This design comes from an exercise in tuning for small area, a short achievable clock period and few clock cycles per item on the open sky130 flow, not from production work. The RTL was checked by simulation tests, not by an equivalence proof against the original design. Power figures rest on the tool's default switching activity, not on a simulated workload.

## flow/run.sh

```bash
#!/bin/bash
# synth_recipe.tcl (not shown) runs the flow's synth.tcl, then flattens the netlist and writes it again
# the make line also repeats each setting of config.mk as NAME=value (left out here)
make -C /OpenROAD-flow-scripts/flow DESIGN_CONFIG=/design/flow/config.mk WORK_HOME=/design/flow/orfs CLKGATE_MAP_FILE= SYNTH_SCRIPT=/design/flow/synth_recipe.tcl finish
```

## flow/config.mk

```make
export PLATFORM = sky130hd
export DESIGN_NAME = tbacc
export DESIGN_NICKNAME = tbacc
export VERILOG_FILES = /design/flow/design.v
export SDC_FILE = /design/flow/constraint.sdc
export NUM_CORES = 4
export LEC_CHECK = 0
export CAP_MARGIN = 20
export CORE_MARGIN = 2
export CORE_UTILIZATION = 40
export PLACE_DENSITY = 0.6
export SLEW_MARGIN = 20
```

## flow/constraint.sdc

```tcl
create_clock -name core_clock -period 12.5 [get_ports {clk}]
set_input_delay 2.5000 -clock core_clock [delete_from_list [all_inputs] [get_ports {clk}]]
set_output_delay 2.5000 -clock core_clock [all_outputs]
set_load 0.01 [all_outputs]
```

## flow/design.v

```verilog
module tbacc_sipround #(
    parameter R0 = 13,
    parameter R1 = 21
) (
    input  wire [63:0] p,
    input  wire [63:0] q,
    input  wire        sel,
    output wire [63:0] s,
    output wire [63:0] t
);
    wire [63:0] q0 = {q[63-R0:0], q[63:64-R0]};
    wire [63:0] q1 = {q[63-R1:0], q[63:64-R1]};
    assign s = p + q;
    assign t = (sel ? q1 : q0) ^ s;
endmodule
module tbacc_sipcore (
    input  wire        clk,
    input  wire        rst,
    input  wire        init,
    input  wire [63:0] seed0,
    input  wire [63:0] seed1,
    input  wire        chunk_wr,
    input  wire        fin_go,
    input  wire [63:0] m,
    input  wire [63:0] value,
    output wire        m_busy,        
    output wire        m_busy_next,
    output wire        f2,            
    output wire        rl,            
    output wire [63:0] digest_reg
);
    localparam S_IDLE = 4'd0;
    localparam S_C1   = 4'd1;
    localparam S_C2   = 4'd2;
    localparam S_F1   = 4'd8;
    localparam S_F2   = 4'd9;
    localparam S_RL   = 4'd15;
    reg  [3:0]  cs;
    reg         fin_pend;
    reg  [63:0] A, B, C, D;
    wire h1   = (cs == S_C1) || (cs[3] && !cs[0]);
    wire busy = (cs != S_IDLE);
    wire fcmp = (cs == S_F1) || (cs == S_F2);
    wire [63:0] msrc = fcmp ? value : m;
    wire cmp1 = (cs == S_C1) || (cs == S_F1);
    wire cmp2 = (cs == S_C2) || (cs == S_F2);
    wire [63:0] q2 = cmp1 ? (D ^ msrc) : D;
    wire [63:0] s1, t1, s2, t2;
    tbacc_sipround #(.R0(21), .R1(13)) u_p1 (.p(A), .q(B),  .sel(h1), .s(s1), .t(t1));
    tbacc_sipround #(.R0(17), .R1(16)) u_p2 (.p(C), .q(q2), .sel(h1), .s(s2), .t(t2));
    wire [63:0] s1r = {s1[31:0], s1[63:32]};
    wire [63:0] s2r = {s2[31:0], s2[63:32]};
    wire [63:0] dx  = {D[46:0], D[63:47]} ^ {B[42:0], B[63:43]};
    wire [63:0] dig = dx ^ s2 ^ s2r;
    wire fgo = fin_go || fin_pend;
    reg [3:0] cs_n;
    always @(*) begin
        if (init)
            cs_n = S_IDLE;
        else if (chunk_wr)
            cs_n = S_C1;
        else case (cs)
            S_IDLE, S_C2: cs_n = fgo ? S_F1 : S_IDLE;
            S_C1:         cs_n = S_C2;
            S_RL:         cs_n = S_IDLE;
            default:      cs_n = cs + 4'd1;
        endcase
    end
    always @(posedge clk) begin
        if (rst) begin
            cs       <= S_IDLE;
            fin_pend <= 1'b0;
        end else begin
            cs <= cs_n;
            if (init || cs_n == S_F1)
                fin_pend <= 1'b0;
            else if (fin_go)
                fin_pend <= 1'b1;
        end
    end
    always @(posedge clk) begin
        if (init) begin
            A <= seed0 ^ 64'h736f6d6570736575;
            B <= seed1 ^ 64'h646f72616e646f6d;
            C <= seed0 ^ 64'h6c7967656e657261;
            D <= seed1 ^ 64'h7465646279746573;
        end else if (busy) begin
            if (h1) begin
                A <= s1r;
                C <= s2;
            end else begin
                A <= (cs == S_RL) ? dig : (cmp2 ? (s1 ^ msrc) : s1);
                C <= s2r ^ {56'd0, {8{cs == S_F2}}};
            end
            B <= t2;
            D <= t1;
        end
    end
    assign m_busy      = (cs == S_C1);
    assign m_busy_next = (cs_n == S_C1);
    assign f2          = (cs == S_F2);
    assign rl          = (cs == S_RL);
    assign digest_reg  = A;
endmodule
module tbacc_tailbuf (
    input  wire [63:0] value,
    input  wire [63:0] src,
    input  wire [3:0]  n,
    output wire [63:0] new_value,
    output wire [63:0] chunk,
    output wire        chunk_valid
);
    wire [7:0]  bc = value[63:56];
    wire [2:0]  c  = value[58:56];
    wire [63:0] sm;
    genvar j;
    generate
        for (j = 0; j < 8; j = j + 1) begin : g_mask
            assign sm[8*j +: 8] = (n > j) ? src[8*j +: 8] : 8'd0;
        end
    endgenerate
    wire [63:0] r1 = c[0] ? {sm[55:0], sm[63:56]} : sm;
    wire [63:0] r2 = c[1] ? {r1[47:0], r1[63:48]} : r1;
    wire [63:0] rot = c[2] ? {r2[31:0], r2[63:32]} : r2;
    wire [63:0] lo;    
    wire [55:0] hi;    
    generate
        for (j = 0; j < 8; j = j + 1) begin : g_merge
            if (j < 7) begin : g_t
                assign lo[8*j +: 8] = (c > j) ? value[8*j +: 8] : rot[8*j +: 8];
                assign hi[8*j +: 8] = (c > j) ? rot[8*j +: 8] : 8'd0;
            end else begin : g_7
                assign lo[8*j +: 8] = rot[8*j +: 8];
            end
        end
    endgenerate
    assign chunk_valid = ({1'b0, c} + n) >= 4'd8;
    assign chunk       = lo;
    assign new_value   = {bc + {4'd0, n}, chunk_valid ? hi : lo[55:0]};
endmodule
module tbacc (
    input  wire         clk,
    input  wire         rst,
    input  wire         cmd_valid,
    output wire         cmd_ready,
    input  wire [7:0]   cmd_op,
    input  wire [63:0]  cmd_a,
    input  wire [63:0]  cmd_b,
    output wire         rsp_valid,
    output wire [7:0]   rsp_status,
    output wire [63:0]  rsp_data,
    output wire         mem_req,
    output wire         mem_wide,
    output wire [31:0]  mem_addr,
    input  wire         mem_ack,
    input  wire [63:0]  mem_rdata,
    input  wire         mem_err,
    output wire [63:0]  value_o,
    output wire [15:0]  status_o
);
    reg         ready_q;
    reg         vq;                     
    reg         oi, o8, o16, o32, o64, ob, of, orv;    
    reg  [63:0] a_q, b_q;
    reg  [63:0] value;
    reg         fin;                    
    reg  [2:0]  fault;                  
    reg         nz;                     
    reg  [63:0] m;                      
    reg         blk;                    
    reg         rd;                     
    reg         bm;                     
    reg         mreq, mwide;
    reg  [2:0]  gcnt;                   
    reg         gdone;                  
    reg  [3:0]  gn;                     
    reg         errq;                   
    reg         rsp_q, rsp_fin_q;
    wire d_init = (cmd_op == 8'h01);
    wire d_8    = (cmd_op == 8'h10);
    wire d_16   = (cmd_op == 8'h11);
    wire d_32   = (cmd_op == 8'h12);
    wire d_64   = (cmd_op == 8'h13) || (cmd_op == 8'h14);
    wire d_b    = (cmd_op == 8'h18);
    wire d_f    = (cmd_op == 8'h20);
    wire d_rv   = !(d_init || d_8 || d_16 || d_32 || d_64 || d_b || d_f);
    wire [2:0] c = value[58:56];
    wire typed = o8 | o16 | o32 | o64;
    wire [3:0] n_typed = o8 ? 4'd1 : o16 ? 4'd2 : o32 ? 4'd4 : 4'd8;
    wire tchunk = o64 | (o32 & c[2]) | (o16 & c[2] & c[1]) | (o8 & (c == 3'd7));
    wire        m_busy, m_busy_next, core_f2, core_rl;
    wire [63:0] digest_reg;
    wire        chunk_wr;
    wire        init_x, fin_x;
    wire ex      = vq & !blk & !(typed & !nz & !fin & tchunk & m_busy);
    wire [32:0] range_end = {1'b0, a_q[31:0]} + {1'b0, b_q[31:0]};
    wire wraps   = range_end[32] & (range_end[31:0] != 32'd0);
    wire len0    = (b_q[31:0] == 32'd0);
    wire x_ign   = ex & nz;
    wire x_rv    = ex & !nz & orv;
    assign init_x = ex & !nz & oi;
    wire x_nohash = ex & !nz & !orv & !oi & fin;
    wire x_live  = ex & !nz & !orv & !oi & !fin;
    wire x_wrap  = x_live & ob & wraps;
    wire x_bytes = x_live & ob & !wraps & !len0;
    assign fin_x = x_live & of;
    wire x_typed = x_live & typed;
    wire x_simple = ex & !x_bytes & !fin_x;
    wire [63:0] ap_src = bm ? {a_q[63:32], b_q[63:32]} : a_q;
    wire [3:0]  ap_n   = bm ? gn : n_typed;
    wire        ap_en  = x_typed | gdone;
    wire [63:0] ap_value, ap_chunk;
    wire        ap_cv;
    tbacc_tailbuf u_tailbuf (
        .value(value), .src(ap_src), .n(ap_n),
        .new_value(ap_value), .chunk(ap_chunk), .chunk_valid(ap_cv)
    );
    assign chunk_wr = ap_en & ap_cv;
    tbacc_sipcore u_core (
        .clk(clk), .rst(rst), .init(init_x), .seed0(a_q), .seed1(b_q),
        .chunk_wr(chunk_wr), .fin_go(fin_x), .m(m), .value(value),
        .m_busy(m_busy), .m_busy_next(m_busy_next), .f2(core_f2), .rl(core_rl),
        .digest_reg(digest_reg)
    );
    wire        rd_ack  = rd & mem_ack;
    wire [31:0] cur_n   = a_q[31:0] + (mwide ? 32'd8 : 32'd1);
    wire [31:0] rem_n   = b_q[31:0] - (mwide ? 32'd8 : 32'd1);
    wire        more    = (rem_n != 32'd0);
    wire        wide_n  = (cur_n[2:0] == 3'd0) && (rem_n[31:3] != 29'd0);
    wire        gend    = mwide | (cur_n[2:0] == 3'd0) | !more;
    wire        bytes_done = gdone & !rd;
    reg  [63:0] value_n;
    always @(*) begin
        if (init_x)
            value_n = 64'd0;
        else if (ap_en)
            value_n = ap_value;
        else if (core_f2)
            value_n = 64'd1;
        else
            value_n = value;
    end
    reg blk_n, rd_n;
    always @(*) begin
        blk_n = blk;
        if (x_bytes | fin_x) blk_n = 1'b1;
        if (bytes_done | errq | core_rl) blk_n = 1'b0;
        rd_n = rd;
        if (x_bytes) rd_n = 1'b1;
        if (rd_ack & (mem_err | !more)) rd_n = 1'b0;
    end
    wire cap    = cmd_valid & ready_q;
    wire hold_n = cap | (vq & !ex);
    wire [2:0] c_n = value_n[58:56];
    wire n8  = ready_q ? d_8  : o8;
    wire n16 = ready_q ? d_16 : o16;
    wire n32 = ready_q ? d_32 : o32;
    wire n64 = ready_q ? d_64 : o64;
    wire nb  = ready_q ? d_b  : ob;
    wire tchunk_n = n64 | (n32 & c_n[2]) | (n16 & c_n[2] & c_n[1]) | (n8 & (c_n == 3'd7));
    wire ready_n = !rd_n & (!hold_n | (!blk_n & !nb & !(tchunk_n & m_busy_next)));
    always @(posedge clk) begin
        if (rst) begin
            ready_q   <= 1'b1;
            vq        <= 1'b0;
            value     <= 64'd1;
            fin       <= 1'b1;
            fault     <= 3'd0;
            nz        <= 1'b0;
            blk       <= 1'b0;
            rd        <= 1'b0;
            bm        <= 1'b0;
            mreq      <= 1'b0;
            gdone     <= 1'b0;
            errq      <= 1'b0;
            rsp_q     <= 1'b0;
            rsp_fin_q <= 1'b0;
        end else begin
            ready_q <= ready_n;
            vq      <= ready_q ? cmd_valid : (vq & !ex);
            value   <= value_n;
            blk     <= blk_n;
            rd      <= rd_n;
            if (init_x)
                fin <= 1'b0;
            else if (core_f2)
                fin <= 1'b1;
            if (x_rv | x_wrap) begin
                fault <= 3'd3;
                nz    <= 1'b1;
            end else if (x_nohash) begin
                fault <= 3'd1;
                nz    <= 1'b1;
            end else if (errq) begin
                fault <= 3'd4;
                nz    <= 1'b1;
            end
            if (x_bytes)
                bm <= 1'b1;
            else if (bytes_done | errq)
                bm <= 1'b0;
            if (x_bytes) begin
                mreq  <= 1'b1;
                mwide <= (a_q[2:0] == 3'd0) && (b_q[31:3] != 29'd0);
                gcnt  <= 3'd0;
            end else if (rd_ack) begin
                if (mem_err) begin
                    mreq <= 1'b0;
                end else begin
                    mreq  <= more;
                    mwide <= wide_n;
                    gcnt  <= gend ? 3'd0 : gcnt + 3'd1;
                end
            end
            gdone <= rd_ack & !mem_err & gend;
            errq  <= rd_ack & mem_err;
            rsp_q     <= x_simple | bytes_done | errq | core_rl;
            rsp_fin_q <= core_rl;
        end
    end
    always @(posedge clk)
        if (rd_ack)
            gn <= mwide ? 4'd8 : {1'b0, gcnt} + 4'd1;
    always @(posedge clk)
        if (chunk_wr)
            m <= ap_chunk;
    integer i;
    always @(posedge clk) begin
        if (ready_q) begin
            a_q <= cmd_a;
            b_q <= cmd_b;
            oi  <= d_init;
            o8  <= d_8;
            o16 <= d_16;
            o32 <= d_32;
            o64 <= d_64;
            ob  <= d_b;
            of  <= d_f;
            orv <= d_rv;
        end else if (rd_ack & !mem_err) begin
            a_q[31:0] <= cur_n;
            b_q[31:0] <= rem_n;
            if (mwide) begin
                b_q[63:32] <= mem_rdata[31:0];
                a_q[63:32] <= mem_rdata[63:32];
            end else begin
                for (i = 0; i < 4; i = i + 1)
                    if (gcnt == i) b_q[32 + 8*i +: 8] <= mem_rdata[7:0];
                for (i = 0; i < 4; i = i + 1)
                    if (gcnt == i + 4) a_q[32 + 8*i +: 8] <= mem_rdata[7:0];
            end
        end
    end
    assign cmd_ready  = ready_q;
    assign rsp_valid  = rsp_q;
    assign rsp_status = {5'd0, fault};
    assign rsp_data   = digest_reg & {64{rsp_fin_q}};
    assign mem_req    = mreq;
    assign mem_wide   = mwide;
    assign mem_addr   = a_q[31:0];
    assign value_o    = value;
    assign status_o   = {5'd0, fault, 6'd0, nz, fin};
endmodule
```

==> summary.txt, run 1 <==
Pwr
  • Worst VDD drop: 90.28 uV
  • Power Dens Cells: 88.78 nW/um2
  • Leakage power summed over all cells: 20.95 nW

Clocking
  • Resize count post-CTS: 0
  • Clock-pin slew on the worst setup and hold paths: 0.06 ns
  • Number of clock sinks seen by CTS: 548
  • Number of buffers inserted by hold repair at cts: 0
  • Maximum count of clock buffers along a single path: 3
  • Total clock buffers created by CTS: 73
  • Number of setup buffers added after CTS: 0
  • Number of H-tree levels: 3
  • Clock tree from TritonCTS: done
  • CTS root buffer: clkbuf_16
  • Clock latency at the later pin of the worst-skew pair: 0.70 ns

Critical path
  • Family with the most delay on the worst path: compound AO/OA/AOI/OAI gates
  • Cells along the critical path: inv_1 > ha_1 > nor2_1 > nor3_2 > buf_12 > mux2i_1 > nor2_1 > xnor2_1 > inv_1 > ha_1 > inv_1 > fa_1 > o211ai_1 > a31o_2 > o311a_1 > nor3_2 > o41ai_1 > a211oi_1 > xor2_1 > xor2_1 > xnor2_1 > a221oi_1
  • Endpoint arrival time on the critical path: 8.94 ns
  • Worst R2R Start: u_core.cs[0]
  • Crit-path max FO: 64
  • Endpoint kind of the worst setup timing path: flop
  • CP Buf/Inv Count: 4
  • Worst setup path class: flop to flop
  • CP max-delay cell: o41ai_1
  • CP most frequent cell: inv_1
  • Origin of the worst setup path: u_core.cs[0]
  • Largest incremental delay on the critical path: 1.02 ns
  • Worst setup SP type: flop
  • Worst path required time: 12.98 ns

Place
  • GPL Wtd Cong: 1.109
  • Dpl hpwl: 222.2 mm
  • Number of port buffers: 376

Worst hold path
  • Worst hold start: rd
  • Kind of path behind the tightest hold check: flop to flop

Logic synthesis
  • Most used DFF post-synth: edfxtp_1
  • Synthesized area divided by synthesized cell count: 8.518 um2
  • Post-synthesis instance area: 45970 um2
  • Area contributors post-synth: edfxtp_1 (30%), xnor2_1 (7.4%), mux2i_1 (6.0%), a21oi_1 (5.5%), ha_1 (4.8%)
  • Gate count after technology mapping: 5397
  • Number of enable flip-flop cells after synthesis: 459
  • Post-synthesis sequential area ratio: 0.3386
  • Cell types with the highest counts after synthesis: nor2_1 (568), nand2_1 (557), a21oi_1 (501)
  • Synthesis Warnings: 2
  • Area share of the largest cell type after synthesis: 0.2998
  • Share of flip-flops with an asynchronous set or reset: 0
  • Most frequent cell after synthesis: nor2_1
  • Synthesis-stage register bit count: 548
  • Yosys top cell by area: edfxtp_1
  • Number of distinct standard cells referenced by the synthesized netlist: 102

Floorplanning
  • Row count: 124
  • Width of the die: 343.0 um
  • Area of the core: 114200 um2
  • Ports placed on the boundary: 393
  • Initial cell density of the core: 0.4026
  • Die footprint: 117700 um2
  • Die Ht: 343.0 um

STA
  • Number of endpoints with negative hold slack in the final report: 0
  • Tightest Pin Transition: 1.329 ns
  • Final Slew Violations: 0
  • Worst slew margin relative to its limit: 0.1078
  • Peak clock frequency supported by timing: 118.3 MHz
  • Portion of the clock cycle consumed by the worst path in the final layout: 0.6765
  • Setup_tns: 0 ns
  • Worst clock skew on the final layout: 0.03605 ns
  • RSZ-0062 raised after global routing: no
  • Time the worst path needs with I/O delays and setup: 8.456 ns
  • Number of endpoints failing setup at the final stage: 0

GRT
  • Pin count of the biggest net entering global routing: 104
  • Global-route usage over all layers: 0.4658
  • GRT Residual Overflow: 0
  • Antenna violations before repair: 49
  • Number of global-route vias before repair: 43700
  • First-pass GRT wire length: 373.9 mm

Cells and area
  • Area delta synth->final: 17.27%
  • Post-layout net count: 6018
  • Layout cell share with drive strength beyond 1: 0.07404
  • Number of inserted filler cells in the final layout: 11220
  • Fin util: 0.4721

Drt
  • Length of the first detailed-routing pass in iterations: 8
  • Wire length per cell: 39.04 um
  • Number of vias in the routed layout: 47770
  • Total Routed Length: 282.1 mm
  • Remaining number of nets flagged by the antenna check after routing: 0
  • Via-to-Cell Ratio: 6.610
  • Detailed router's first-iteration violation count: 7731
  • Final routed DRC violation total: 0

Run status
  • Status: complete, no violations

Run
  • Max Cap Violations: 0
-- routing by layer --
| layer | global-route usage | vias up | wire, um |
|---|---|---|---|
| li1 | - | 19960 | - |
| met1 | 0.5848 | 23200 | 106300 |
| met2 | 0.6706 | 3633 | 116100 |
| met3 | 0.1352 | 943 | 33480 |
| met4 | 0.3603 | 40 | 25920 |
| met5 | 0 | - | 260 |
-- where the power goes --
group          switching [mW]  internal (mW)  leakage, nW
Combinational           0.258          0.173         14.7
Sequential             0.0753           1.99         5.06
Clock                   0.965           1.33         1.21
-- area by class of cell --
class | instances | area [um2] | share of cell area
multi-input cells | 4331 | 28400 | 0.5269
flip-flops and latches | 548 | 15580 | 0.2890
repair buffers | 528 | 4930 | 0.09145
clock buffers | 87 | 1952 | 0.03621
well taps | 1512 | 1892 | 0.03509
inverters | 149 | 559.3 | 0.01037
clock inverters | 43 | 519.2 | 0.009632
diodes | 29 | 72.57 | 0.001346
-- registers in the layout (all words and copies together) (netlist names), 3 cells and up --
signal and flops:
a_q 64, b_q 64, m 64, u_core.A 64, u_core.B 64, u_core.C 64, u_core.D 64, value 64
gn 4, u_core.cs 4, fault 3, gcnt 3
-- path summary, 6_finish.rpt --
kind | endpoint | slack (ns) | cells after the start
min | rd | 0.50 | 2
min reg2reg | rd | 0.50 | 2
max reg2reg | u_core.A[30] | 4.04 | 22
max | u_core.A[30] | 4.04 | 22
-- worst register-to-register path, stage by stage, from the launching register on --
cell      delay, ns
dfxtp_1        0.38
inv_1          0.20
ha_1           0.29
nor2_1         0.08
nor3_2         0.18
buf_12         0.49
mux2i_1        0.71
nor2_1         0.17
xnor2_1        0.34
inv_1          0.13
ha_1           0.21
inv_1          0.08
fa_1           0.47
o211ai_1       0.73
a31o_2         0.33
o311a_1        0.47
nor3_2         0.15
o41ai_1        1.02
a211oi_1       0.20
xor2_1         0.57
xor2_1         0.62
xnor2_1        0.16
a221oi_1       0.28
-- cells in the final DEF (no fill, tap or decap), types with 17 or more instances in the layout --
cell type and count:
nand2_1 552, dfxtp_1 83, a222oi_1 26, a22oi_1 24, buf_4 150, xnor2_1 382, nand3_1 100, inv_1 145
o211ai_1 44, diode_2 29, nor2b_1 25, o21bai_1 42, clkbuf_16 75, nor4_1 31, o31ai_1 25, a21oi_1 499
ha_1 178, a21o_1 89, a31oi_1 48, edfxtp_1 459, a21boi_0 21, xor2_1 208, o21ai_0 410, and3_1 57
nand2b_1 17, or3_1 33, and2_1 76, nand4_1 63, mux2_2 69, nor3_1 68, a211oi_1 46, a221oi_1 22
o21a_1 51, o22ai_1 21, nor2_1 560, clkdlybuf4s50_1 376, mux2i_1 274
-- kinds of logic after synthesis --
logic type               share of synthesized area
adder cells (fa/ha/maj)                    0.05019
other                                   0.00008157
AO/OA/AOI/OAI                               0.2027
XOR/XNOR                                    0.1191
flip-flops                                  0.3386
buffers and inverters                      0.04845
AND/OR/NAND/NOR                             0.1639
multiplexers                               0.07700
-- stage by stage --
stage                     cells  total power [mW]  worst slack (ns)  hold WS (ns)  cell area, um2
final                      7227             4.786             4.044        0.4994           53910
after global routing       7205             4.847             4.015        0.5129           53850
after CTS                  7198             4.755             4.324        0.4986           53810
after detailed placement   7068             2.510             4.371        0.4903           51340
after global placement     7068             2.509             4.328        0.4881           51310
after floorplan            5412             2.258             1.546        0.4648           46030
Testbench counts, summed over its fixed seeds: cycles 16,824, hashes 384.
==> run 2, diff against run 1 <==
--- a/flow/design.v
+++ b/flow/design.v
@@ -11,7 +11,32 @@
     wire [63:0] q0 = {q[63-R0:0], q[63:64-R0]};
     wire [63:0] q1 = {q[63-R1:0], q[63:64-R1]};
-    assign s = p + q;
+    tbacc_add64 u_add (.a(p), .b(q), .s(s));
     assign t = (sel ? q1 : q0) ^ s;
 endmodule
+module tbacc_add64 (
+    input  wire [63:0] a,
+    input  wire [63:0] b,
+    output wire [63:0] s
+);
+    reg [63:0] g, p, gg, pp;
+    integer i, j;
+    always @(*) begin
+        g = a & b;
+        p = a ^ b;
+        gg = g;
+        pp = p;
+        for (i = 1; i <= 6; i = i + 1)
+            for (j = (1 << i) - 1; j < 64; j = j + (1 << i)) begin
+                gg[j] = gg[j] | (pp[j] & gg[j - (1 << (i-1))]);
+                pp[j] = pp[j] & pp[j - (1 << (i-1))];
+            end
+        for (i = 6; i > 0; i = i - 1)
+            for (j = (1 << i) + (1 << (i-1)) - 1; j < 64; j = j + (1 << i)) begin
+                gg[j] = gg[j] | (pp[j] & gg[j - (1 << (i-1))]);
+                pp[j] = pp[j] & pp[j - (1 << (i-1))];
+            end
+    end
+    assign s = p ^ {gg[62:0], 1'b0};
+endmodule
 module tbacc_sipcore (
     input  wire        clk,
==> flow/flow/run.sh (new file) <==
#!/bin/bash
set -euo pipefail
MARGIN=$(cat flow/margin.txt)
bash standard.sh SETUP_SLACK_MARGIN=$MARGIN finish > standard.log 2>&1
==> flow/flow/margin.txt (new file) <==
9
==> flow/standard.sh (new file) <==
#!/bin/bash
# synth_recipe.tcl (not shown) runs the flow's synth.tcl, then flattens the netlist and writes it again
# the make line also repeats each setting of config.mk as NAME=value (left out here)
make -C /OpenROAD-flow-scripts/flow DESIGN_CONFIG=/design/flow/config.mk WORK_HOME=/design/flow/orfs CLKGATE_MAP_FILE= SYNTH_SCRIPT=/design/flow/synth_recipe.tcl "${@:-finish}"
removed: flow/run.sh
==> summary.txt, run 2 <==
Critical path
  • Crit-path max FO: 8
  • Family with the most delay on the worst path: compound AO/OA/AOI/OAI gates
  • CP most frequent cell: xnor2_2
  • Worst setup path class: flop to flop
  • Largest incremental delay on the critical path: 0.41 ns
  • CP Buf/Inv Count: 5
  • Worst setup SP type: flop
  • Endpoint kind of the worst setup timing path: flop
  • Endpoint of the most critical register-to-register path: u_core.A[31]
  • CP max-delay cell: a221o_1
  • Endpoint arrival time on the critical path: 7.22 ns
  • Worst path required time: 13.01 ns
  • Number of cell instances on the worst register-to-register path: 32
  • Worst setup slack for register-to-register paths: 5.79 ns
  • Worst R2R Start: u_core.cs[0]
  • Origin of the worst setup path: u_core.cs[0]

Cells and area
  • Most frequent standard cell in the layout excluding fill and tap cells: nor2_1
  • Layout cell share with drive strength beyond 1: 0.2957
  • Commonest cells after routing, fill and taps aside: nor2_1 (477), edfxtp_1 (459), nand2_1 (455)
  • Final instance count without filler cells: 6979
  • Area delta synth->final: 40.58%
  • Post-layout net count: 5957

GRT
  • Global Route met2 Usage: 0.5794
  • First-pass GRT wire length: 315.1 mm
  • Routing usage on met3: 0.1240
  • Number of global-route vias before repair: 40970
  • Antenna violations before repair: 13
  • GR Layer Usage met1: 0.5117
  • Global-route usage over all layers: 0.4047
  • Grt peak-use layer: met2
  • GRT Residual Overflow: 0
  • Pin count of the biggest net entering global routing: 153

Logic synthesis
  • Yosys top cell by area: edfxtp_1
  • Post-synthesis instance area: 43200 um2
  • Most frequent cell after synthesis: nor2_1
  • Synthesis-stage register bit count: 548
  • Area share of the largest cell type after synthesis: 0.3191
  • Number of distinct standard cells referenced by the synthesized netlist: 91
  • Cell types with the highest counts after synthesis: nor2_1 (497), nand2_1 (467), edfxtp_1 (459)
  • Post-synthesis sequential area ratio: 0.3603
  • Most used DFF post-synth: edfxtp_1
  • Area contributors post-synth: edfxtp_1 (32%), xnor2_1 (7.4%), mux2i_1 (5.5%), ha_1 (5.0%), a21oi_1 (4.8%)
  • Share of flip-flops with an asynchronous set or reset: 0
  • Synthesized area divided by synthesized cell count: 8.992 um2
  • Gate count after technology mapping: 4804
  • Synthesis Warnings: 3
  • Number of enable flip-flop cells after synthesis: 459

STA
  • Hold_ws: 0.5024 ns
  • Worst clock skew on the final layout: 0.03820 ns
  • Time the worst path needs with I/O delays and setup: 6.712 ns
  • Number of endpoints failing setup at the final stage: 0
  • Setup_tns: 0 ns
  • Tightest Pin Transition: 1.201 ns
  • Portion of the clock cycle consumed by the worst path in the final layout: 0.5370
  • RSZ-0062 raised after global routing: yes
  • Number of endpoints with negative hold slack in the final report: 0
  • Final Slew Violations: 0
  • Worst slew margin relative to its limit: 0.1930
  • Final setup margin: 5.788 ns
  • Peak clock frequency supported by timing: 149.0 MHz

Floorplanning
  • Row count: 120
  • Die footprint: 110600 um2
  • Width of the die: 332.6 um
  • Initial cell density of the core: 0.4035
  • Area of the core: 107100 um2
  • Die Ht: 332.6 um
  • Ports placed on the boundary: 393

Drt
  • Total Routed Length: 236.3 mm
  • Length of the first detailed-routing pass in iterations: 8
  • Wire length per cell: 33.86 um
  • Detailed router's first-iteration violation count: 6952
  • Remaining number of nets flagged by the antenna check after routing: 0
  • Final routed DRC violation total: 0
  • Number of vias in the routed layout: 44130
  • Via-to-Cell Ratio: 6.323

Pwr
  • Worst VDD drop: 79.73 uV
  • Final total power: 4.737 mW
  • Switching Share: 0.2645
  • Net switching power: 1.253 mW
  • Power Dens Cells: 78.01 nW/um2
  • Reg power frac: 0.431
  • Comb power frac: 0.106
  • Leakage power summed over all cells: 24.42 nW
  • Internal power: 3.484 mW
  • Clock power share: 0.463

Clocking
  • Clock latency at the later pin of the worst-skew pair: 0.67 ns
  • Clock tree from TritonCTS: done
  • CTS root buffer: clkbuf_16
  • Number of buffers inserted by hold repair at cts: 0
  • Number of clock sinks seen by CTS: 548
  • Maximum count of clock buffers along a single path: 3
  • Total clock buffers created by CTS: 72
  • Clock-pin slew on the worst setup and hold paths: 0.06 ns
  • Number of H-tree levels: 3

Place
  • GPL Wtd Cong: 1.086
  • Number of instances in the placed design: 6334
  • Number of port buffers: 376
  • Post-place setup slack: 4.364 ns
  • Dpl hpwl: 167.0 mm

Worst hold path
  • Worst hold path cell count: 1
  • Worst hold start: value[10]
  • Hold-critical path endpoint: value[10]
  • Kind of path behind the tightest hold check: flop to flop

Run
  • Max Cap Violations: 0

Run status
  • Status: complete, no violations
## run 2: worst reg2reg max path: cells and delay by family (launching register included)
kind / cells / cell delay [ns]
buffers and inverters: 5 / 0.65
DFF: 1 / 0.38
adders and majority gates: 3 / 0.80
and+or+nand+nor: 4 / 0.52
muxes: 1 / 0.38
AOI/OAI and AO/OA: 14 / 2.90
xor gates and xnor gates: 5 / 0.93
## run 2: repair_timing
item / in CTS / in global routing
setup endpoints to repair: 1020 / 741
pin swaps: 183 / 145
endpoints found under the hold margin: 0 / 0
setup buffers: 351 / 130
resized for setup: 1615 / 311
gates cloned: 17 / 9
## run 2: power by group through the flow
| stage | registers, mW | clock network [mW] | logic, mW |
|---|---|---|---|
| floorplan | 2.05 | 0 | 0.226 |
| global placement | 2.09 | 0 | 0.401 |
| detailed placement | 2.09 | 0 | 0.402 |
| CTS | 2.03 | 2.18 | 0.467 |
| global route | 2.04 | 2.25 | 0.526 |
| finish | 2.04 | 2.19 | 0.504 |
## run 2: through the flow
stage / utilization / cell area (um2)
2_1_floorplan: - / 44490
3_3_place_gp: 0.4582 / 49050
3_5_place_dp: 0.4582 / 49050
4_1_cts: 0.5424 / 58060
5_1_grt: 0.5670 / 60700
6_report: 0.5672 / 60720
## run 2: final cells by class
cell class	instances	area [um2]
tap	1403	1755
clock buffer	100	2103
multi-input combinational	3743	29660
antenna	9	22.52
inverter	189	737.0
timing repair inverter	1	7.507
timing repair buffer	957	10300
clock inverter	29	304.0
fill	9333	46330
sequential	548	15830
## run 2: worst max-delay path by stage
stage	slack, ns	end	cells past startpoint
finish	5.79	u_core.A[31]	32
global route	5.70	u_core.A[31]	32
CTS	5.86	u_core.A[31]	31
detailed placement	4.36	u_core.A[31]	28
global placement	4.45	u_core.A[31]	28
floorplan	6.61	u_core.A[63]	31
## run 2: cell families after synthesis
group,after synthesis,synth area share
buffers and inverters,532,0.05321
other,1,0.00008682
muxes,324,0.07940
xor gates and xnor gates,556,0.1127
adders and majority gates,240,0.08099
and+or+nand+nor,1366,0.1412
AOI/OAI and AO/OA,1237,0.1721
DFF,548,0.3603
## run 2: layer usage
metal,share of wire,wire length (um),vias up
met5,0.00072,169,-
met4,0.093,22060,20
met3,0.14,32370,831
met2,0.41,96120,3405
met1,0.36,85580,21410
li1,-,-,18470
Testbench counts of run 2, summed over its fixed seeds: cycles 16,824, hashes 384.
==> run 3, diff against run 2 <==
==> flow/run.sh (new file) <==
#!/bin/bash
# synth_recipe.tcl (not shown) runs the flow's synth.tcl, then flattens the netlist and writes it again
# the make line also repeats each setting of config.mk as NAME=value (left out here)
make -C /OpenROAD-flow-scripts/flow DESIGN_CONFIG=/design/flow/config.mk WORK_HOME=/design/flow/orfs CLKGATE_MAP_FILE= SYNTH_SCRIPT=/design/flow/synth_recipe.tcl finish
--- a/flow/config.mk
+++ b/flow/config.mk
@@ -10,3 +10,4 @@
 export CORE_UTILIZATION = 40
 export PLACE_DENSITY = 0.6
+export SETUP_SLACK_MARGIN = 5
 export SLEW_MARGIN = 20
removed: flow/flow/run.sh
removed: flow/flow/margin.txt
removed: flow/standard.sh
==> summary.txt, run 3 <==
Critical path
  • Largest incremental delay on the critical path: 0.81 ns
  • Worst setup slack for register-to-register paths: 4.96 ns
  • Worst path required time: 13.01 ns
  • CP max-delay cell: a211oi_1
  • Endpoint kind of the worst setup timing path: flop
  • Worst setup SP type: flop
  • Endpoint of the most critical register-to-register path: u_core.A[31]
  • Cells along the critical path: inv_2 > ha_4 > nor2_4 > or3_2 > mux2i_1 > nor2_1 > xor2_1 > ha_1 > nand4_1 > nor2_1 > a211oi_1 > o41ai_4 > a31oi_4 > o21a_1 > o21ai_0 > fa_1 > xnor2_2 > xnor2_2 > xnor2_2 > xnor2_1 > nor2_1 > a211oi_1 > a21oi_1 > o21ai_0
  • Worst setup path class: flop to flop
  • Worst R2R Start: u_core.cs[0]
  • Endpoint arrival time on the critical path: 8.05 ns
  • Number of cell instances on the worst register-to-register path: 24
  • Crit-path max FO: 14

Logic synthesis
  • Area share of the largest cell type after synthesis: 0.3191
  • Gate count after technology mapping: 4804
  • Number of distinct standard cells referenced by the synthesized netlist: 91
  • Cell types with the highest counts after synthesis: nor2_1 (497), nand2_1 (467), edfxtp_1 (459)
  • Share of flip-flops with an asynchronous set or reset: 0
  • Post-synthesis sequential area ratio: 0.3603
  • Synthesis Warnings: 3
  • Post-synthesis instance area: 43200 um2
  • Most used DFF post-synth: edfxtp_1
  • Yosys top cell by area: edfxtp_1
  • Most frequent cell after synthesis: nor2_1
  • Area contributors post-synth: edfxtp_1 (32%), xnor2_1 (7.4%), mux2i_1 (5.5%), ha_1 (5.0%), a21oi_1 (4.8%)
  • Synthesized area divided by synthesized cell count: 8.992 um2
  • Number of enable flip-flop cells after synthesis: 459
  • Synthesis-stage register bit count: 548

Clocking
  • Clock latency at the later pin of the worst-skew pair: 0.68 ns
  • Clock-pin slew on the worst setup and hold paths: 0.06 ns
  • Number of buffers inserted by hold repair at cts: 0
  • Clock tree from TritonCTS: done
  • Number of clock sinks seen by CTS: 548
  • Number of H-tree levels: 3
  • Total clock buffers created by CTS: 69
  • Maximum count of clock buffers along a single path: 3
  • CTS root buffer: clkbuf_16

GRT
  • GRT Residual Overflow: 0
  • Antenna violations before repair: 17
  • Pin count of the biggest net entering global routing: 171
  • First-pass GRT wire length: 289.7 mm
  • Number of global-route vias before repair: 37060
  • Global-route usage over all layers: 0.3729

Drt
  • Via-to-Cell Ratio: 6.224
  • Final routed DRC violation total: 0
  • Length of the first detailed-routing pass in iterations: 9
  • Total Routed Length: 213.0 mm
  • Wire length per cell: 32.95 um
  • Remaining number of nets flagged by the antenna check after routing: 0
  • Number of vias in the routed layout: 40230
  • Detailed router's first-iteration violation count: 5839

Cells and area
  • Area delta synth->final: 16.28%
  • Layout cell share with drive strength beyond 1: 0.06684
  • Fin util: 0.4692
  • Commonest cells after routing, fill and taps aside: nor2_1 (496), nand2_1 (465), edfxtp_1 (459)
  • Final instance count without filler cells: 6464
  • Most frequent standard cell in the layout excluding fill and tap cells: nor2_1
  • Post-layout instance area: 50230 um2
  • Post-layout net count: 5447

STA
  • Worst slew margin relative to its limit: 0.2354
  • Hold_ws: 0.5352 ns
  • Worst clock skew on the final layout: 0.02386 ns
  • Time the worst path needs with I/O delays and setup: 7.538 ns
  • Number of endpoints with negative hold slack in the final report: 0
  • Number of endpoints failing setup at the final stage: 0
  • Final setup margin: 4.962 ns
  • Setup_tns: 0 ns
  • RSZ-0062 raised after global routing: yes
  • Peak clock frequency supported by timing: 132.7 MHz
  • Tightest Pin Transition: 1.139 ns
  • Final Slew Violations: 0
  • Portion of the clock cycle consumed by the worst path in the final layout: 0.6031

Place
  • Post-place setup slack: 3.731 ns
  • Number of port buffers: 376
  • Area after DPL: 47870 um2
  • Dpl hpwl: 168.3 mm
  • GPL Wtd Cong: 1.104
  • Number of instances in the placed design: 6327

Pwr
  • Power Dens Cells: 88.24 nW/um2
  • Worst VDD drop: 85.03 uV
  • Leakage power summed over all cells: 19.70 nW
  • Final total power: 4.432 mW

Worst hold path
  • Hold-critical path endpoint: mreq
  • Worst hold path cell count: 2
  • Worst hold start: mreq
  • Kind of path behind the tightest hold check: flop to flop

Run
  • Max Cap Violations: 0

Floorplanning
  • Die Ht: 332.6 um
  • Ports placed on the boundary: 393
  • Width of the die: 332.6 um
  • Area of the core: 107100 um2
  • Row count: 120
  • Initial cell density of the core: 0.4035
  • Die footprint: 110600 um2

Run status
  • Status: complete, no violations
## run 3: cell types whose count changed in the layout (fill, tap and decap cells not counted), moves of 74 or more
cell             change
o21ai_1             -79
clkdlybuf4s50_1    +174
buf_6              -312
o21ai_0             +95
xnor2_2             -74
buf_4              -258
xnor2_1            +109
## run 3: cell families after synthesis
| family | Yosys count | share of synthesized area |
|---|---|---|
| AND/OR/NAND/NOR | 1366 | 0.1412 |
| other | 1 | 0.00008682 |
| flip-flops | 548 | 0.3603 |
| adder cells (fa/ha/maj) | 240 | 0.08099 |
| XOR/XNOR | 556 | 0.1127 |
| AO/OA/AOI/OAI | 1237 | 0.1721 |
| buffers and inverters | 532 | 0.05321 |
| multiplexers | 324 | 0.07940 |
## run 3: layout make-up
class | count | area, um2
tap | 1403 | 1755
clock buffer | 89 | 1873
antenna | 4 | 10.01
multi-input combinational | 3740 | 25650
fill | 10460 | 56830
clock inverter | 37 | 237.7
timing repair buffer | 454 | 4403
sequential | 548 | 15590
inverter | 189 | 709.4
## run 3: where the power goes
group / switching, mW / leakage, nW / total [mW] / internal (mW)
clock network: 0.882 / 1.05 / 1.97 / 1.08
logic: 0.221 / 13.6 / 0.397 / 0.176
registers: 0.0810 / 5.06 / 2.07 / 1.99
total: 1.18 / 19.7 / 4.43 / 3.25
## run 3: worst max-delay path by stage
stage	end	slack (ns)	from	depth (start not counted)
finish	u_core.A[31]	4.96	u_core.cs[0]	24
global route	u_core.A[31]	4.93	u_core.cs[0]	31
CTS	u_core.A[31]	5.02	u_core.cs[3]	29
detailed placement	u_core.A[31]	3.73	u_core.cs[0]	31
global placement	u_core.A[31]	3.93	u_core.cs[0]	31
floorplan	u_core.A[0]	5.43	value[56]	10
## run 3: layer usage
| layer | part of all wire | vias up | global-route usage |
|---|---|---|---|
| met5 | 0.00034 | - | 0 |
| met4 | 0.079 | 10 | 0.2481 |
| met3 | 0.12 | 546 | 0.09935 |
| met2 | 0.41 | 2707 | 0.5395 |
| met1 | 0.39 | 19560 | 0.4873 |
| li1 | - | 17410 | - |
## run 3: what timing repair did
action,CTS,global route
gates resized for setup,15,14
pin swaps,2,4
setup buffers,3,2
cloned,1,1
setup endpoints to repair,83,23
## run 3: critical path: cells and delay by family (launching register included)
kind                     cells  cell delay [ns]
AO/OA/AOI/OAI                8             2.30
XOR/XNOR                     5             1.49
AND/OR/NAND/NOR              6             1.46
adder cells (fa/ha/maj)      3             1.06
multiplexers                 1             0.51
flip-flops                   1             0.43
buffers and inverters        1             0.10
==> run 4, diff against run 3 <==
--- a/flow/design.v
+++ b/flow/design.v
@@ -5,4 +5,5 @@
     input  wire [63:0] p,
     input  wire [63:0] q,
+    input  wire [63:0] x,
     input  wire        sel,
     output wire [63:0] s,
@@ -12,5 +13,5 @@
     wire [63:0] q1 = {q[63-R1:0], q[63:64-R1]};
     tbacc_add64 u_add (.a(p), .b(q), .s(s));
-    assign t = (sel ? q1 : q0) ^ s;
+    assign t = ((sel ? q1 : q0) ^ x) ^ s;
 endmodule
 module tbacc_add64 (
@@ -48,10 +49,11 @@
     input  wire        fin_go,
     input  wire [63:0] m,
-    input  wire [63:0] value,
+    input  wire [63:0] xin,           
     output wire        m_busy,        
     output wire        m_busy_next,
+    output wire        fin_load,      
     output wire        f2,            
     output wire        rl,            
-    output wire [63:0] digest_reg
+    output wire [63:0] dig
 );
     localparam S_IDLE = 4'd0;
@@ -63,20 +65,18 @@
     reg  [3:0]  cs;
     reg         fin_pend;
+    reg         busy_q, h1_q, cmp2_q, f2_q, rl_q, mb_q;
     reg  [63:0] A, B, C, D;
-    wire h1   = (cs == S_C1) || (cs[3] && !cs[0]);
-    wire busy = (cs != S_IDLE);
-    wire fcmp = (cs == S_F1) || (cs == S_F2);
-    wire [63:0] msrc = fcmp ? value : m;
-    wire cmp1 = (cs == S_C1) || (cs == S_F1);
-    wire cmp2 = (cs == S_C2) || (cs == S_F2);
-    wire [63:0] q2 = cmp1 ? (D ^ msrc) : D;
+    wire        fgo = fin_go || fin_pend;
+    wire        fin_load_i = !init && !chunk_wr && (cs == S_IDLE || cs == S_C2) && fgo;
+    wire        xen = chunk_wr | fin_load_i;
+    wire [63:0] xm  = xin & {64{xen}};
+    wire [63:0] m2 = m & {64{cmp2_q}};
     wire [63:0] s1, t1, s2, t2;
-    tbacc_sipround #(.R0(21), .R1(13)) u_p1 (.p(A), .q(B),  .sel(h1), .s(s1), .t(t1));
-    tbacc_sipround #(.R0(17), .R1(16)) u_p2 (.p(C), .q(q2), .sel(h1), .s(s2), .t(t2));
+    tbacc_sipround #(.R0(21), .R1(13)) u_p1 (.p(A), .q(B), .x(xm),    .sel(h1_q), .s(s1), .t(t1));
+    tbacc_sipround #(.R0(17), .R1(16)) u_p2 (.p(C), .q(D), .x(64'd0), .sel(h1_q), .s(s2), .t(t2));
     wire [63:0] s1r = {s1[31:0], s1[63:32]};
     wire [63:0] s2r = {s2[31:0], s2[63:32]};
     wire [63:0] dx  = {D[46:0], D[63:47]} ^ {B[42:0], B[63:43]};
-    wire [63:0] dig = dx ^ s2 ^ s2r;
-    wire fgo = fin_go || fin_pend;
+    assign dig = dx ^ s2 ^ s2r;
     reg [3:0] cs_n;
     always @(*) begin
@@ -96,4 +96,10 @@
             cs       <= S_IDLE;
             fin_pend <= 1'b0;
+            busy_q   <= 1'b0;
+            h1_q     <= 1'b0;
+            cmp2_q   <= 1'b0;
+            f2_q     <= 1'b0;
+            rl_q     <= 1'b0;
+            mb_q     <= 1'b0;
         end else begin
             cs <= cs_n;
@@ -102,4 +108,10 @@
             else if (fin_go)
                 fin_pend <= 1'b1;
+            busy_q <= (cs_n != S_IDLE);
+            h1_q   <= (cs_n == S_C1) || (cs_n[3] && !cs_n[0]);
+            cmp2_q <= (cs_n == S_C2) || (cs_n == S_F2);
+            f2_q   <= (cs_n == S_F2);
+            rl_q   <= (cs_n == S_RL);
+            mb_q   <= (cs_n == S_C1);
         end
     end
@@ -110,21 +122,23 @@
             C <= seed0 ^ 64'h6c7967656e657261;
             D <= seed1 ^ 64'h7465646279746573;
-        end else if (busy) begin
-            if (h1) begin
+        end else if (busy_q) begin
+            if (h1_q) begin
                 A <= s1r;
                 C <= s2;
             end else begin
-                A <= (cs == S_RL) ? dig : (cmp2 ? (s1 ^ msrc) : s1);
-                C <= s2r ^ {56'd0, {8{cs == S_F2}}};
+                A <= s1 ^ m2;
+                C <= s2r ^ {56'd0, {8{f2_q}}};
             end
             B <= t2;
             D <= t1;
+        end else if (xen) begin
+            D <= D ^ xin;
         end
     end
-    assign m_busy      = (cs == S_C1);
+    assign m_busy      = mb_q;
     assign m_busy_next = (cs_n == S_C1);
-    assign f2          = (cs == S_F2);
-    assign rl          = (cs == S_RL);
-    assign digest_reg  = A;
+    assign fin_load    = fin_load_i;
+    assign f2          = f2_q;
+    assign rl          = rl_q;
 endmodule
 module tbacc_tailbuf (
@@ -201,5 +215,5 @@
     reg  [3:0]  gn;                     
     reg         errq;                   
-    reg         rsp_q, rsp_fin_q;
+    reg         rsp_q;
     wire d_init = (cmd_op == 8'h01);
     wire d_8    = (cmd_op == 8'h10);
@@ -215,5 +229,4 @@
     wire tchunk = o64 | (o32 & c[2]) | (o16 & c[2] & c[1]) | (o8 & (c == 3'd7));
     wire        m_busy, m_busy_next, core_f2, core_rl;
-    wire [63:0] digest_reg;
     wire        chunk_wr;
     wire        init_x, fin_x;
@@ -242,9 +255,12 @@
     );
     assign chunk_wr = ap_en & ap_cv;
+    wire        fin_load;
+    wire [63:0] m_n = chunk_wr ? ap_chunk : value;
+    wire [63:0] dig;
     tbacc_sipcore u_core (
         .clk(clk), .rst(rst), .init(init_x), .seed0(a_q), .seed1(b_q),
-        .chunk_wr(chunk_wr), .fin_go(fin_x), .m(m), .value(value),
-        .m_busy(m_busy), .m_busy_next(m_busy_next), .f2(core_f2), .rl(core_rl),
-        .digest_reg(digest_reg)
+        .chunk_wr(chunk_wr), .fin_go(fin_x), .m(m), .xin(m_n),
+        .m_busy(m_busy), .m_busy_next(m_busy_next), .fin_load(fin_load),
+        .f2(core_f2), .rl(core_rl), .dig(dig)
     );
     wire        rd_ack  = rd & mem_ack;
@@ -277,5 +293,5 @@
     wire cap    = cmd_valid & ready_q;
     wire hold_n = cap | (vq & !ex);
-    wire [2:0] c_n = value_n[58:56];
+    wire [2:0] c_n = c + ap_n[2:0];    
     wire n8  = ready_q ? d_8  : o8;
     wire n16 = ready_q ? d_16 : o16;
@@ -300,5 +316,4 @@
             errq      <= 1'b0;
             rsp_q     <= 1'b0;
-            rsp_fin_q <= 1'b0;
         end else begin
             ready_q <= ready_n;
@@ -341,5 +356,4 @@
             errq  <= rd_ack & mem_err;
             rsp_q     <= x_simple | bytes_done | errq | core_rl;
-            rsp_fin_q <= core_rl;
         end
     end
@@ -348,6 +362,9 @@
             gn <= mwide ? 4'd8 : {1'b0, gcnt} + 4'd1;
     always @(posedge clk)
-        if (chunk_wr)
-            m <= ap_chunk;
+        if (chunk_wr | fin_load)
+            m <= m_n;
+    reg  [63:0] dig_q;
+    always @(posedge clk)
+        dig_q <= dig & {64{core_rl}};
     integer i;
     always @(posedge clk) begin
@@ -380,5 +397,5 @@
     assign rsp_valid  = rsp_q;
     assign rsp_status = {5'd0, fault};
-    assign rsp_data   = digest_reg & {64{rsp_fin_q}};
+    assign rsp_data   = dig_q;
     assign mem_req    = mreq;
     assign mem_wide   = mwide;
==> flow/flow/run.sh (new file) <==
#!/bin/bash
set -euo pipefail
bash standard.sh SETUP_SLACK_MARGIN=9 "BUFFER_PORTS_ARGS=-buffer_cell sky130_fd_sc_hd__buf_4" finish > standard.log 2>&1
==> flow/standard.sh (new file) <==
#!/bin/bash
# synth_recipe.tcl (not shown) runs the flow's synth.tcl, then flattens the netlist and writes it again
# the make line also repeats each setting of config.mk as NAME=value (left out here)
make -C /OpenROAD-flow-scripts/flow DESIGN_CONFIG=/design/flow/config.mk WORK_HOME=/design/flow/orfs CLKGATE_MAP_FILE= SYNTH_SCRIPT=/design/flow/synth_recipe.tcl "${@:-finish}"
--- a/flow/config.mk
+++ b/flow/config.mk
@@ -10,4 +10,4 @@
 export CORE_UTILIZATION = 40
 export PLACE_DENSITY = 0.6
-export SETUP_SLACK_MARGIN = 5
 export SLEW_MARGIN = 20
+export TNS_END_PERCENT = 0
removed: flow/run.sh
==> summary.txt, run 4 <==
Logic synthesis
  • Number of enable flip-flop cells after synthesis: 459
  • Complex-gate fraction of the synthesized area: 0.1688
  • Number of distinct standard cells referenced by the synthesized netlist: 92
  • Synthesis-stage register bit count: 617
  • Post-synthesis sequential area ratio: 0.3788
  • Post-synthesis share of cell area spent on full adders, half adders and majority gates: 0.07821
  • Yosys top cell by area: edfxtp_1
  • Simple-gate portion of the synthesized area: 0.1260
  • Gate count after technology mapping: 4857
  • Synthesis Warnings: 3
  • Multiplexer share of the synthesized area: 0.07490
  • Share of flip-flops with an asynchronous set or reset: 0
  • Main combinational cell family by area after synthesis: compound AO/OA/AOI/OAI gates
  • Most frequent cell after synthesis: nand2_1
  • Most used DFF post-synth: edfxtp_1
  • Post-synthesis share of cell area spent on xor and xnor gates: 0.1226
  • Cell types with the highest counts after synthesis: nand2_1 (498), edfxtp_1 (459), a21oi_1 (409)
  • Post-synthesis instance area: 44730 um2
  • Synthesized area divided by synthesized cell count: 9.210 um2
  • Area share of the largest cell type after synthesis: 0.3081
  • Area contributors post-synth: edfxtp_1 (31%), xnor2_1 (7.4%), dfxtp_1 (7.1%), mux2i_1 (5.9%), ha_1 (4.9%)

Pwr
  • Net switching power: 1.342 mW
  • Power Dens Cells: 95.08 nW/um2
  • Leakage power summed over all cells: 20.37 nW
  • Internal power: 3.662 mW
  • Reg power frac: 0.455
  • Final total power: 5.004 mW
  • Switching Share: 0.2681
  • Comb power frac: 0.085
  • Clock power share: 0.460
  • Worst VDD drop: 89.23 uV

Critical path
  • Crit-path max FO: 4
  • Family with the most delay on the worst path: compound AO/OA/AOI/OAI gates
  • Worst setup SP type: flop
  • Worst path required time: 12.90 ns
  • Cells along the critical path: ha_1 > nand2_1 > o21ai_0 > a21oi_1 > a2bb2oi_1 > o21ai_1 > o21ba_4 > nor3_4 > nor3_4 > buf_12 > o2bb2ai_2 > o21a_4 > o21ai_2 > fa_2 > xnor2_4 > nor2_1 > mux2_2 > a21oi_1 > a221oi_1
  • Largest incremental delay on the critical path: 0.61 ns
  • CP max-delay cell: edfxtp_1
  • Endpoint arrival time on the critical path: 5.21 ns
  • CP Buf/Inv Count: 1
  • Worst setup path class: flop to flop
  • Endpoint kind of the worst setup timing path: flop

STA
  • RSZ-0062 raised after global routing: yes
  • Setup_tns: 0 ns
  • Time the worst path needs with I/O delays and setup: 4.810 ns
  • Worst slew margin relative to its limit: 0.1600
  • Final setup margin: 7.690 ns
  • Hold_ws: 0.5222 ns
  • Peak clock frequency supported by timing: 207.9 MHz
  • Number of endpoints failing setup at the final stage: 0
  • Worst clock skew on the final layout: 0.03194 ns
  • Tightest Pin Transition: 1.252 ns
  • Final Slew Violations: 0
  • Portion of the clock cycle consumed by the worst path in the final layout: 0.3848
  • Number of endpoints with negative hold slack in the final report: 0

Floorplanning
  • Die Ht: 338.4 um
  • Initial cell density of the core: 0.4036
  • Die footprint: 114500 um2
  • Width of the die: 338.4 um
  • Area of the core: 110800 um2
  • Row count: 122
  • Ports placed on the boundary: 393

Worst hold path
  • Kind of path behind the tightest hold check: flop to flop

Clocking
  • Clock-pin slew on the worst setup and hold paths: 0.06 ns
  • Number of buffers inserted by hold repair at cts: 0
  • CTS root buffer: clkbuf_16
  • Number of clock sinks seen by CTS: 617
  • Total clock buffers created by CTS: 76
  • Number of H-tree levels: 3
  • Clock tree from TritonCTS: done
  • Clock latency at the later pin of the worst-skew pair: 0.69 ns
  • Maximum count of clock buffers along a single path: 3

GRT
  • GRT Residual Overflow: 0
  • First-pass GRT wire length: 311.6 mm
  • Global-route usage over all layers: 0.3861
  • Pin count of the biggest net entering global routing: 106
  • Number of global-route vias before repair: 38790
  • Antenna violations before repair: 13

Cells and area
  • Fin util: 0.4749
  • Post-layout net count: 5619
  • Commonest cells after routing, fill and taps aside: buf_4 (522), nand2_1 (493), edfxtp_1 (459)
  • Layout cell share with drive strength beyond 1: 0.1617
  • Most frequent standard cell in the layout excluding fill and tap cells: buf_4
  • Area delta synth->final: 17.66%

Run status
  • Status: complete, no violations

Place
  • Dpl hpwl: 177.8 mm
  • Post-place setup slack: 6.295 ns
  • Number of port buffers: 376
  • GPL Wtd Cong: 1.096

Drt
  • Wire length per cell: 34.15 um
  • Final routed DRC violation total: 0
  • Remaining number of nets flagged by the antenna check after routing: 0
  • Length of the first detailed-routing pass in iterations: 7
  • Detailed router's first-iteration violation count: 6979
  • Total Routed Length: 229.8 mm
  • Via-to-Cell Ratio: 6.238
  • Number of vias in the routed layout: 41980

Run
  • Max Cap Violations: 0
## run 4: power groups by stage
| stage | clock (mW) | sequential, mW | combinational, mW |
|---|---|---|---|
| after floorplan | 0 | 2.27 | 0.217 |
| after global placement | 0 | 2.32 | 0.402 |
| after detailed placement | 0 | 2.32 | 0.402 |
| after CTS | 2.30 | 2.27 | 0.409 |
| after global routing | 2.37 | 2.27 | 0.445 |
| final | 2.30 | 2.28 | 0.426 |
## run 4: cell type report
type / count / area [um2]
sequential: 617 / 16960
tap: 1488 / 1862
timing repair buffer: 534 / 4091
antenna: 5 / 12.51
clock inverter: 42 / 379.1
multi-input combinational: 3714 / 26300
inverter: 231 / 897.1
fill: 10750 / 58190
clock buffer: 99 / 2123
## run 4: path summary, 6_finish.rpt
check	end	from	cells past startpoint	slack, ns
worst max-delay path	u_core.D[62]	u_core.B[35]	19	7.69
worst min-delay path	value[52]	value[52]	2	0.52
worst max register to register	u_core.D[62]	u_core.B[35]	19	7.69
worst min register to register	value[52]	value[52]	2	0.52
## run 4: worst min-delay path, stage by stage, from the launching register on
cell	delay, ns
dfxtp_1	0.35
a21oi_1	0.07
nor2_1	0.07
## run 4: stage by stage
step / cell area, um2 / instances
after global routing: 52620 / 6725
after global placement: 49070 / 6530
after detailed placement: 49090 / 6530
after floorplan: 44910 / 4872
after CTS: 52320 / 6709
final: 52630 / 6730
## run 4: cell families (layout without fill, tap and decap cells)
logic type | Yosys count | after routing
buffers and inverters | 541 | 906
and+or+nand+nor | 1261 | 1261
muxes | 327 | 327
AOI/OAI and AO/OA | 1244 | 1244
other | 1 | 21
xor gates and xnor gates | 626 | 626
DFF | 617 | 617
adders and majority gates | 240 | 240
## run 4: routing by layer
metal / GRT usage / routed length, um / up-vias
li1: - / - / 17790
met1: 0.5153 / 88250 / 20480
met2: 0.5441 / 92910 / 3062
met3: 0.1109 / 30810 / 634
met4: 0.2480 / 17710 / 20
met5: 0 / 141 / -
## run 4: timing repair
action,CTS,global route
pin swaps,16,4
cloned,0,0
setup endpoints to repair,977,1053
setup buffers,38,16
gates resized for setup,82,28
Testbench counts of run 4, summed over its fixed seeds: cycles 16,824, hashes 384.
==> run 5, diff against run 4 <==
--- a/flow/design.v
+++ b/flow/design.v
@@ -301,4 +301,8 @@
     wire tchunk_n = n64 | (n32 & c_n[2]) | (n16 & c_n[2] & c_n[1]) | (n8 & (c_n == 3'd7));
     wire ready_n = !rd_n & (!hold_n | (!blk_n & !nb & !(tchunk_n & m_busy_next)));
+    wire fin_n  = init_x ? 1'b0 : (core_f2 ? 1'b1 : fin);
+    wire nz_n   = nz | x_rv | x_wrap | x_nohash | errq;
+    wire early  = cap & d_b & !cmd_a[31] & !cmd_b[31] & (cmd_b[31:0] != 32'd0) &
+                  !nz_n & !fin_n & !blk_n;
     always @(posedge clk) begin
         if (rst) begin
@@ -340,9 +344,14 @@
             else if (bytes_done | errq)
                 bm <= 1'b0;
-            if (x_bytes) begin
+            if (early) begin
+                mreq  <= 1'b1;
+                mwide <= (cmd_a[2:0] == 3'd0) && (cmd_b[31:3] != 29'd0);
+            end else if (x_bytes) begin
                 mreq  <= 1'b1;
                 mwide <= (a_q[2:0] == 3'd0) && (b_q[31:3] != 29'd0);
+            end
+            if (x_bytes)
                 gcnt  <= 3'd0;
-            end else if (rd_ack) begin
+            if (rd_ack) begin
                 if (mem_err) begin
                     mreq <= 1'b0;
==> summary.txt, run 5 <==
Place
  • Area after DPL: 49720 um2
  • Dpl hpwl: 179.4 mm
  • Number of instances in the placed design: 6679
  • Number of port buffers: 376
  • GPL Wtd Cong: 1.069

STA
  • Time the worst path needs with I/O delays and setup: 4.889 ns
  • Peak clock frequency supported by timing: 204.5 MHz
  • Number of endpoints failing setup at the final stage: 0
  • Final Slew Violations: 0
  • Number of endpoints with negative hold slack in the final report: 0
  • Hold_ws: 0.5150 ns
  • RSZ-0062 raised after global routing: yes
  • Worst slew margin relative to its limit: 0.2534
  • Tightest Pin Transition: 1.120 ns
  • Portion of the clock cycle consumed by the worst path in the final layout: 0.3911
  • Worst clock skew on the final layout: 0.04561 ns
  • Setup_tns: 0 ns

Drt
  • Length of the first detailed-routing pass in iterations: 6
  • Via-to-Cell Ratio: 6.190
  • Number of vias in the routed layout: 42630
  • Final routed DRC violation total: 0
  • Total Routed Length: 231.2 mm
  • Wire length per cell: 33.56 um
  • Remaining number of nets flagged by the antenna check after routing: 0
  • Detailed router's first-iteration violation count: 6800

GRT
  • First-pass GRT wire length: 313.5 mm
  • Pin count of the biggest net entering global routing: 170
  • GRT Residual Overflow: 0
  • Global-route usage over all layers: 0.3850
  • Antenna violations before repair: 12
  • Number of global-route vias before repair: 39090

Clocking
  • Clock latency at the later pin of the worst-skew pair: 0.69 ns
  • Total clock buffers created by CTS: 78
  • Maximum count of clock buffers along a single path: 3
  • Clock tree from TritonCTS: done
  • Number of H-tree levels: 3
  • CTS root buffer: clkbuf_16
  • Clock-pin slew on the worst setup and hold paths: 0.06 ns
  • Number of clock sinks seen by CTS: 617

Logic synthesis
  • Synthesis-stage register bit count: 617
  • Post-synthesis instance area: 45570 um2
  • Share of flip-flops with an asynchronous set or reset: 0
  • Synthesized area divided by synthesized cell count: 9.073 um2
  • Cell types with the highest counts after synthesis: nor2_1 (467), edfxtp_1 (459), nand2_1 (451)
  • Yosys top cell by area: edfxtp_1
  • Most used DFF post-synth: edfxtp_1
  • Gate count after technology mapping: 5023
  • Synthesis Warnings: 3
  • Number of enable flip-flop cells after synthesis: 459
  • Most frequent cell after synthesis: nor2_1
  • Post-synthesis sequential area ratio: 0.3718
  • Area contributors post-synth: edfxtp_1 (30%), xnor2_1 (7.2%), dfxtp_1 (6.9%), mux2i_1 (6.1%), a21oi_1 (4.9%)
  • Area share of the largest cell type after synthesis: 0.3024
  • Number of distinct standard cells referenced by the synthesized netlist: 99

Critical path
  • Origin of the worst setup path: u_core.B[6]
  • Worst setup SP type: flop
  • Crit-path max FO: 5
  • Worst R2R Start: u_core.B[6]
  • Worst setup path class: flop to flop
  • Worst path required time: 12.91 ns
  • Endpoint arrival time on the critical path: 5.30 ns
  • Endpoint kind of the worst setup timing path: flop

Pwr
  • Power Dens Cells: 94.83 nW/um2
  • Worst VDD drop: 93.41 uV
  • Leakage power summed over all cells: 20.97 nW

Cells and area
  • Final instance count without filler cells: 6887
  • Fin util: 0.4730
  • Most frequent standard cell in the layout excluding fill and tap cells: buf_4
  • Post-layout instance area: 53350 um2
  • Commonest cells after routing, fill and taps aside: buf_4 (521), nor2_1 (462), edfxtp_1 (459)
  • Area delta synth->final: 17.07%
  • Layout cell share with drive strength beyond 1: 0.1593
  • Post-layout net count: 5763

Worst hold path
  • Kind of path behind the tightest hold check: flop to flop
  • Worst hold start: fault[0]

Floorplanning
  • Row count: 123
  • Die Ht: 341.5 um
  • Area of the core: 112800 um2
  • Die footprint: 116700 um2
  • Width of the die: 341.5 um
  • Ports placed on the boundary: 393
  • Initial cell density of the core: 0.4040

Run status
  • Status: complete, no violations

Run
  • Max Cap Violations: 0
-- run 5: metal layers --
layer	part of all wire	GRT usage	up-vias	wire length (um)
li1	-	-	18280	-
met1	0.39	0.5062	20730	89130
met2	0.41	0.5516	2960	94520
met3	0.12	0.1096	637	28720
met4	0.081	0.2499	16	18670
met5	0.00048	0	-	112
-- run 5: final cells by class --
| type | instances | area, um2 |
|---|---|---|
| Clock inverter | 32 | 362.8 |
| Antenna cell | 8 | 20.02 |
| Multi-Input combinational cell | 3845 | 26920 |
| Tap cell | 1500 | 1877 |
| Timing Repair Buffer | 532 | 4078 |
| Fill cell | 10870 | 59450 |
| Sequential cell | 617 | 16980 |
| Clock buffer | 109 | 2193 |
| Inverter | 244 | 925.9 |
-- run 5: logic make-up (layout without fill, tap and decap cells) --
kind of cell	after synthesis	count (layout)	synth area share
muxes	337	337	0.07569
and+or+nand+nor	1365	1365	0.1362
AOI/OAI and AO/OA	1261	1261	0.1662
xor gates and xnor gates	626	626	0.1203
other	1	24	0.00008228
adders and majority gates	240	240	0.07676
DFF	617	617	0.3718
buffers and inverters	576	917	0.05299
-- run 5: repair_timing --
item,in CTS,in global routing
hold buffers,0,0
endpoints found under the setup margin,1056,1073
gates resized for setup,103,6
pin swaps,36,11
setup buffers,56,2
endpoints found under the hold margin,0,0
-- run 5: stage by stage --
stage,power (mW),setup slack (ns)
floorplan,2.505,7.671
global placement,2.734,6.166
detailed placement,2.733,6.157
CTS,5.048,7.743
global route,5.152,7.484
finish,5.059,7.611
-- run 5: report_power, final --
group	switching, mW	total [mW]	internal [mW]
sequential	0.0746	2.28	2.21
clock	1.00	2.34	1.34
combinational	0.273	0.439	0.166
total	1.35	5.06	3.71
-- run 5: worst paths after layout --
check,endpoint,slack [ns],depth (start not counted)
min,fault[0],0.51,2
max,u_core.D[63],7.61,21
max reg2reg,u_core.D[63],7.61,21
min reg2reg,fault[0],0.51,2
-- run 5: worst max-delay path, cell delays in order (launching register included) --
cell,delay (ns)
edfxtp_1,0.48
ha_1,0.27
a21oi_1,0.20
nor2_1,0.06
a211o_1,0.27
a21o_1,0.22
a41o_4,0.31
a22oi_2,0.14
buf_6,0.17
o31ai_4,0.07
a41o_1,0.24
o41a_1,0.36
buf_12,0.16
a31oi_4,0.25
o21a_1,0.26
o21ai_2,0.08
fa_2,0.36
xnor2_2,0.16
xnor2_1,0.16
xnor2_1,0.16
a21oi_1,0.14
o21ai_1,0.07
Testbench counts of run 5, summed over its fixed seeds: cycles 16,276, hashes 384.

==> port drivers added, routing unchanged <==
How much do the figures lean on ideal ports? The routed layouts below were timed once more, with nothing changed but the port constraints. Step 1 (the two cells are an assumption about what drives the block):
set clk [get_ports {clk}]
set_driving_cell -lib_cell sky130_fd_sc_hd__clkbuf_16 $clk
set_driving_cell -lib_cell sky130_fd_sc_hd__buf_2 [delete_from_list [all_inputs] $clk]
Step 2, shift: input delay + t, output delay - t, t = (earliest + latest rising clock arrival at the registers) / 2. This alone moves slack from input paths to output paths. a / b / c = no drivers / after step 1 / after step 2; a / b = the first two.
run	t (ns)	slack for setup (ns)	pins driven straight from the clock port
run 1	0.764	4.044 / 4.044 / 4.044	1
run 2	0.736	5.788 / 5.788 / 5.788	1
run 3	0.746	4.962 / 4.962 / 4.962	1
run 4	0.752	7.690 / 7.690 / 7.690	1
run 5	0.745	7.611 / 7.611 / 7.260	1
After both steps every run listed still meets setup and hold. The setup slack of run 5, which loses most, moves by 0.000 ns with the drivers and by -0.351 ns with both steps.
